Context: an optimization exercise on an open-source flow, tuned for small area, a short achievable clock period and few clock cycles. The choices shown serve that exercise and are no tape-out recipe. RTL that was checked went through simulation tests only; none was proved equivalent to the original. Power is estimated from default activity; no workload was simulated.

## sdio_spi_engine
module sdio_spi_engine (
    input  wire        clk,
    input  wire        rst,             
    input  wire        op_valid,
    output wire        op_ready,
    input  wire [7:0]  op_sel,          
    input  wire [7:0]  op_index,
    input  wire [31:0] op_arg,
    input  wire [16:0] op_count,
    input  wire [9:0]  op_block_size,
    input  wire        op_mode,
    input  wire [1:0]  op_fn,
    input  wire [2:0]  op_width,
    output wire        res_valid,
    output wire [3:0]  res_code,
    output wire [7:0]  res_status,
    output wire [7:0]  res_stuff,
    output wire        ev_valid,
    output wire [2:0]  ev_kind,
    output reg  [7:0]  ev_tx,
    input  wire        ev_ready,
    input  wire [7:0]  ev_rx,
    input  wire        wd_valid,
    output wire        wd_ready,
    input  wire [7:0]  wd_data,
    output reg         rd_valid,
    output wire [7:0]  rd_data
);
For scale: roughly 920 cells after synthesis, roughly 83 flip-flops, about 0.0077 sq mm of cells after synthesis.
clock: 5.0 ns
lec_check: 0
cap_margin: 20
core_margin: 2
core_utilization: 40
setup_slack_margin: 2.55
slew_margin: 20
standard.sh (not shown) runs the stock make flow with config.mk's settings and CLKGATE_MAP_FILE= SYNTH_SCRIPT=/design/flow/synth_recipe.tcl, a recipe that flattens the netlist after the stock synthesis.
==> flow/flow/run.sh <==
#!/bin/bash
# Layout flow: the standard ORFS flow, with the port buffers that
# buffer_ports inserts made from plain sky130_fd_sc_hd__buf_1 cells
# instead of the delay-buffer cell it picks by default. The make output
# of every step goes to standard.log; ORFS keeps each tool's own log
# under orfs/logs/.
set -euo pipefail
export BUFFER_PORTS_ARGS="-buffer_cell sky130_fd_sc_hd__buf_1"
bash standard.sh finish > standard.log 2>&1
Testbench counts at the start, summed over its fixed seeds: cycles 293,774.
Next try:
==> flow/run.sh (new file) <==
#!/bin/bash
# synth_recipe.tcl (not shown) runs the flow's synth.tcl, then flattens the netlist and writes it again
# the make line also repeats each setting of config.mk as NAME=value (left out here)
make -C /OpenROAD-flow-scripts/flow DESIGN_CONFIG=/design/flow/config.mk WORK_HOME=/design/flow/orfs CLKGATE_MAP_FILE= SYNTH_SCRIPT=/design/flow/synth_recipe.tcl finish
Settings changed: SETUP_SLACK_MARGIN 2.55 to 2.6.
removed: flow/flow/run.sh
removed: flow/standard.sh
- power increases by about a fifth
- setup slack hardly moves
- cell count increases by a few percent
- utilization increases by 13 points
- combinational power increases by a quarter to a third
- routed wire length increases by roughly a tenth
- register-to-register slack gains 0.04 ns
- clock power is about the same
- non-clock buffer count increases by 96
- count of clock-buffer cells in the layout increases by 1
Next try:
==> flow/flow/run.sh (new file) <==
#!/bin/bash
# Layout flow: the standard ORFS flow, with the port buffers that
# buffer_ports inserts made from plain sky130_fd_sc_hd__buf_1 cells
# instead of the delay-buffer cell it picks by default. The make output
# of every step goes to standard.log; ORFS keeps each tool's own log
# under orfs/logs/.
set -euo pipefail
export BUFFER_PORTS_ARGS="-buffer_cell sky130_fd_sc_hd__buf_1"
bash standard.sh finish > standard.log 2>&1
==> flow/standard.sh (new file) <==
#!/bin/bash
# synth_recipe.tcl (not shown) runs the flow's synth.tcl, then flattens the netlist and writes it again
# the make line also repeats each setting of config.mk as NAME=value (left out here)
make -C /OpenROAD-flow-scripts/flow DESIGN_CONFIG=/design/flow/config.mk WORK_HOME=/design/flow/orfs CLKGATE_MAP_FILE= SYNTH_SCRIPT=/design/flow/synth_recipe.tcl "${@:-finish}"
Settings changed: SETUP_SLACK_MARGIN 2.6 to 2.3.
removed: flow/run.sh
Outcome:
- sequential power rises by about 8%
- total power went down by 17%
- register-to-register slack loses 0.13 ns
- die area is unchanged
- clock skew hardly moves
- final cell count drops by 9.7%
- critical path depth stays the same
- sequential share of layout area grows by 7.3 points
- fmax is lower by 0.33%
- non-clock buffer count drops by 137
Next try:
==> flow/run.sh (new file) <==
#!/bin/bash
# synth_recipe.tcl (not shown) runs the flow's synth.tcl, then flattens the netlist and writes it again
# the make line also repeats each setting of config.mk as NAME=value (left out here)
make -C /OpenROAD-flow-scripts/flow DESIGN_CONFIG=/design/flow/config.mk WORK_HOME=/design/flow/orfs CLKGATE_MAP_FILE= SYNTH_SCRIPT=/design/flow/synth_recipe.tcl finish
removed: flow/flow/run.sh
removed: flow/standard.sh
After rerunning:
- The new run finished clean
- die area is unchanged
- routed wire length increases by a few percent
- count of clock-buffer cells in the layout decreases by 1
- synthesized cell count does not change
- core utilization increases by 5.7 points
- total power increases by a few percent
- clock power decreases by a little under a tenth
- global-route usage increases by 0.71 points
- design area increases by roughly a tenth
Next try:
==> flow/flow/run.sh (new file) <==
#!/bin/bash
# Layout flow: the standard ORFS flow, with the port buffers that
# buffer_ports inserts made from plain sky130_fd_sc_hd__buf_1 cells
# instead of the delay-buffer cell it picks by default. The make output
# of every step goes to standard.log; ORFS keeps each tool's own log
# under orfs/logs/.
set -euo pipefail
export BUFFER_PORTS_ARGS="-buffer_cell sky130_fd_sc_hd__buf_1"
bash standard.sh finish > standard.log 2>&1
==> flow/standard.sh (new file) <==
#!/bin/bash
# synth_recipe.tcl (not shown) runs the flow's synth.tcl, then flattens the netlist and writes it again
# the make line also repeats each setting of config.mk as NAME=value (left out here)
make -C /OpenROAD-flow-scripts/flow DESIGN_CONFIG=/design/flow/config.mk WORK_HOME=/design/flow/orfs CLKGATE_MAP_FILE= SYNTH_SCRIPT=/design/flow/synth_recipe.tcl "${@:-finish}"
Settings changed: SETUP_SLACK_MARGIN 2.3 to 2.0.
removed: flow/run.sh
What happened: The changed run finished clean; die area does not change; via count goes down by 3.6%; wire length goes down by 6.6%; register-to-register slack gets worse by 0.16 ns; power goes down by 8.8%; utilization goes down by 8.1 points; maximum frequency goes down by 6.1%; flip-flop and latch count does not change.

---

== run a ==
sdio_spi_engine, a different RTL version from the one above (not shown whole).
Size in the first run: roughly 930 cells after synthesis, about 150 I/O pins, ~0.0077 mm2 of cells after synthesis.
Settings: LEC_CHECK=0, CAP_MARGIN=20, CORE_MARGIN=2, CORE_UTILIZATION=40, SETUP_SLACK_MARGIN=1.5, SLEW_MARGIN=20; clock period 5.0 ns.
run.sh (not shown) runs the stock make flow with config.mk's settings and CLKGATE_MAP_FILE= SYNTH_SCRIPT=/design/flow/synth_recipe.tcl, a recipe that flattens the netlist after the stock synthesis.
Stock flow here: none of the scripts above is used.
Run a finished end to end and its layout was clean on timing, DRC and antenna.
## Diff of input files: run b against run a
# run a
export LEC_CHECK = 0
export CAP_MARGIN = 20
export CORE_MARGIN = 2
export CORE_UTILIZATION = 40
export SETUP_SLACK_MARGIN = 1.5
export SLEW_MARGIN = 20
create_clock -name core_clock -period 5.0 [get_ports {clk}]
# run b
export LEC_CHECK = 0
export CAP_MARGIN = 20
export CORE_MARGIN = 2
export CORE_UTILIZATION = 40
export SETUP_SLACK_MARGIN = 2.0
export SLEW_MARGIN = 20
create_clock -name core_clock -period 5.0 [get_ports {clk}]
### Flow results
- Compared with run a, run b shows combinational power share higher by 0.9 points.
- Side by side, total number of vias turned out higher in run b than in run a.
- Between run b and run a, buffering overhead is lower for run a, run b comes in above that.
- Re total stage count of the critical path: run b is 3 down on run a.
- Re detailed-routed wire length on met3: run b is 12% up on run a.
- Run b vs run a: post-route cell area up slightly
- Worst setup slack was lower in the run labelled run a.
- Summary of run b over run a: final count of hold timing violations comparable; basic-gate share of the synthesized area counting and, or, nand and nor cells comparable; routed wire length now larger.
No run of this note included a check of the RTL's function; only the layout flow was run.

---

Another version of the RTL of sdio_spi_engine (not shown whole).
Size: ~860 cells after synthesis, roughly 86 flip-flops, ~7400 µm² of cells after synthesis.
==> flow/design.v (excerpt) <==
module sdio_spi_engine (
    input  wire        clk,
    input  wire        rst,             
    input  wire        op_valid,
    output wire        op_ready,
    input  wire [7:0]  op_sel,          
    input  wire [7:0]  op_index,
    input  wire [31:0] op_arg,
    input  wire [16:0] op_count,
    input  wire [9:0]  op_block_size,
    input  wire        op_mode,
    input  wire [1:0]  op_fn,
    input  wire [2:0]  op_width,
    output wire        res_valid,
    output wire [3:0]  res_code,
    output wire [7:0]  res_status,
    output wire [7:0]  res_stuff,
    output wire        ev_valid,
    output wire [2:0]  ev_kind,
    output reg  [7:0]  ev_tx,
    input  wire        ev_ready,
    input  wire [7:0]  ev_rx,
    input  wire        wd_valid,
    output wire        wd_ready,
    input  wire [7:0]  wd_data,
    output reg         rd_valid,
    output wire [7:0]  rd_data
);
Settings: LEC_CHECK=0, CAP_MARGIN=20, CORE_MARGIN=2, CORE_UTILIZATION=40, SETUP_SLACK_MARGIN=2.0, SLEW_MARGIN=20; clock period 5.0 ns.
standard.sh (not shown) runs the stock make flow with config.mk's settings and CLKGATE_MAP_FILE= SYNTH_SCRIPT=/design/flow/synth_recipe.tcl, a recipe that flattens the netlist after the stock synthesis.
==> flow/flow/run.sh <==
#!/bin/bash
# Layout flow: the standard ORFS flow, with the port buffers that
# buffer_ports inserts made from plain sky130_fd_sc_hd__buf_1 cells
# instead of the delay-buffer cell it picks by default. The make output
# of every step goes to standard.log; ORFS keeps each tool's own log
# under orfs/logs/.
set -euo pipefail
export BUFFER_PORTS_ARGS="-buffer_cell sky130_fd_sc_hd__buf_1"
bash standard.sh finish > standard.log 2>&1
The baseline finished with timing, DRC and antenna clean.
Testbench counts at the start, summed over its fixed seeds: cycles 293,774.
Edit:
- SETUP_SLACK_MARGIN: 2.0 -> 2.6
What happened: Register-to-register slack improved by 0.44 ns. First-iteration DRC count went down by a few percent. Final area went up by about a fifth. Non-clock buffer count went up by 66. Combinational power went up by a quarter to a third. Maximum frequency went up by roughly a tenth. Wire length went up by a few percent. Die area is unchanged. Clock-buffer cell count is unchanged.
Edit:
- SETUP_SLACK_MARGIN: 2.6 -> 2.45
What happened:
- The changed run finished with timing, DRC and antenna clean
- worst setup slack loses 0.068 ns
- global-route usage increases by 0.56 points
- area after synthesis is unchanged
- via count climbs by about 1.2%
- fmax came out lower by 2.5%
- routed wire length climbs by 2.1%

---

## 09-21
Another version of the RTL of sdio_spi_engine (not shown whole).
For scale: roughly 870 cells after synthesis, about 83 flip-flops, roughly 0.0071 mm^2 of cells after synthesis.
==> flow/design.v (excerpt) <==
module sdio_spi_engine (
    input  wire        clk,
    input  wire        rst,             
    input  wire        op_valid,
    output wire        op_ready,
    input  wire [7:0]  op_sel,          
    input  wire [7:0]  op_index,
    input  wire [31:0] op_arg,
    input  wire [16:0] op_count,
    input  wire [9:0]  op_block_size,
    input  wire        op_mode,
    input  wire [1:0]  op_fn,
    input  wire [2:0]  op_width,
    output wire        res_valid,
    output wire [3:0]  res_code,
    output wire [7:0]  res_status,
    output wire [7:0]  res_stuff,
    output wire        ev_valid,
    output wire [2:0]  ev_kind,
    output reg  [7:0]  ev_tx,
    input  wire        ev_ready,
    input  wire [7:0]  ev_rx,
    input  wire        wd_valid,
    output wire        wd_ready,
    input  wire [7:0]  wd_data,
    output reg         rd_valid,
    output wire [7:0]  rd_data
);
    function [6:0] crc7_byte(input [6:0] acc, input [7:0] b);
        integer k;
        reg [6:0] r;
        reg fb;
        begin
            r = acc;
            for (k = 7; k >= 0; k = k - 1) begin
                fb = b[k] ^ r[6];
                r  = {r[5:0], 1'b0};
  ...
==> flow/config.mk <==
export PLATFORM = sky130hd
export DESIGN_NAME = sdio_spi_engine
export DESIGN_NICKNAME = sdio_spi_engine
export VERILOG_FILES = /design/flow/design.v
export SDC_FILE = /design/flow/constraint.sdc
export NUM_CORES = 4
export LEC_CHECK = 0
export CAP_MARGIN = 20
export CORE_MARGIN = 2
export CORE_UTILIZATION = 40
export SETUP_SLACK_MARGIN = 2.6
export SLEW_MARGIN = 20
==> flow/constraint.sdc <==
create_clock -name core_clock -period 5.0 [get_ports {clk}]
set_input_delay 1.0000 -clock core_clock [delete_from_list [all_inputs] [get_ports {clk}]]
set_output_delay 1.0000 -clock core_clock [all_outputs]
set_load 0.01 [all_outputs]
Scripts as last shown in full above: flow/flow/run.sh
Having completed the whole flow, 09-21 delivered a layout that passed the timing, design-rule and antenna checks.
diff inputs: 09-21 => 10-15
Settings: swapping 2.6 for 2.3 in SETUP_SLACK_MARGIN.
==> run notes <==
Per the final summary, 10-15 finished and its layout is clean on timing, DRC and antenna.
On number of gates resized after CTS, the higher figure sits with 09-21, not 10-15.
Looking at achievable frequency, 10-15 sits 0.83% lower than 09-21 does.
Taking 09-21 as 1.0, 10-15 lands at 0.62 on total setup buffers inserted after CTS.
Non-clock buffer count was lower in 10-15 than in 09-21.
No functional check of the RTL was part of any run of this note.

static timing again, ports no longer ideal:
The flow's constraints put no driver on any port. The routed layouts listed below were extracted and timed again, unchanged, in two steps.
Step 1 (the two cells are an assumption about what drives the block):
set clk [get_ports {clk}]
set_driving_cell -lib_cell sky130_fd_sc_hd__clkbuf_16 $clk
set_driving_cell -lib_cell sky130_fd_sc_hd__buf_2 [delete_from_list [all_inputs] $clk]
Step 2 times the ports against the registers' clock, not the clock port: input delays grow and output delays shrink by t, the midpoint of the rising clock arrivals with the driver on.
Three values: no drivers, after step 1, after step 2; two values: the first two.
run	shift t [ns]	slack for setup (ns)	worst setup path after step 2	slew at the worst register clock pin (ns)
the first run of note 1	0.399	2.232 / 2.189 / 1.969	input to register	0.07 / 0.07
the second run of note 1	0.409	2.229 / 2.180 / 1.942	input to register	0.07 / 0.07
the third run of note 1	0.390	2.220 / 2.177 / 1.940	input to register	0.07 / 0.07
the fourth run of note 1	0.403	2.213 / 2.167 / 1.933	input to register	0.07 / 0.07
the fifth run of note 1	0.396	2.033 / 1.984 / 1.712	input to register	0.07 / 0.07
run a	0.403	1.572 / 1.553 / 1.191	input to register	0.07 / 0.07
run b	0.403	1.965 / 1.934 / 1.725	input to register	0.07 / 0.07
the first run of note 3	0.405	1.996 / 1.950 / 1.688	input to register	0.08 / 0.08
the second run of note 3	0.406	2.359 / 2.316 / 2.206	input to register	0.08 / 0.08
the third run of note 3	0.403	2.292 / 2.249 / 2.122	input to register	0.08 / 0.08
09-21	0.409	2.067 / 2.020 / 1.673	input to register	0.07 / 0.07
10-15	0.396	2.042 / 2.042 / 1.740	input to register	0.07 / 0.07
After both steps every run listed still meets setup and hold. The setup slack of 09-21, which loses most, moves by -0.047 ns with the drivers and by -0.394 ns with both steps.
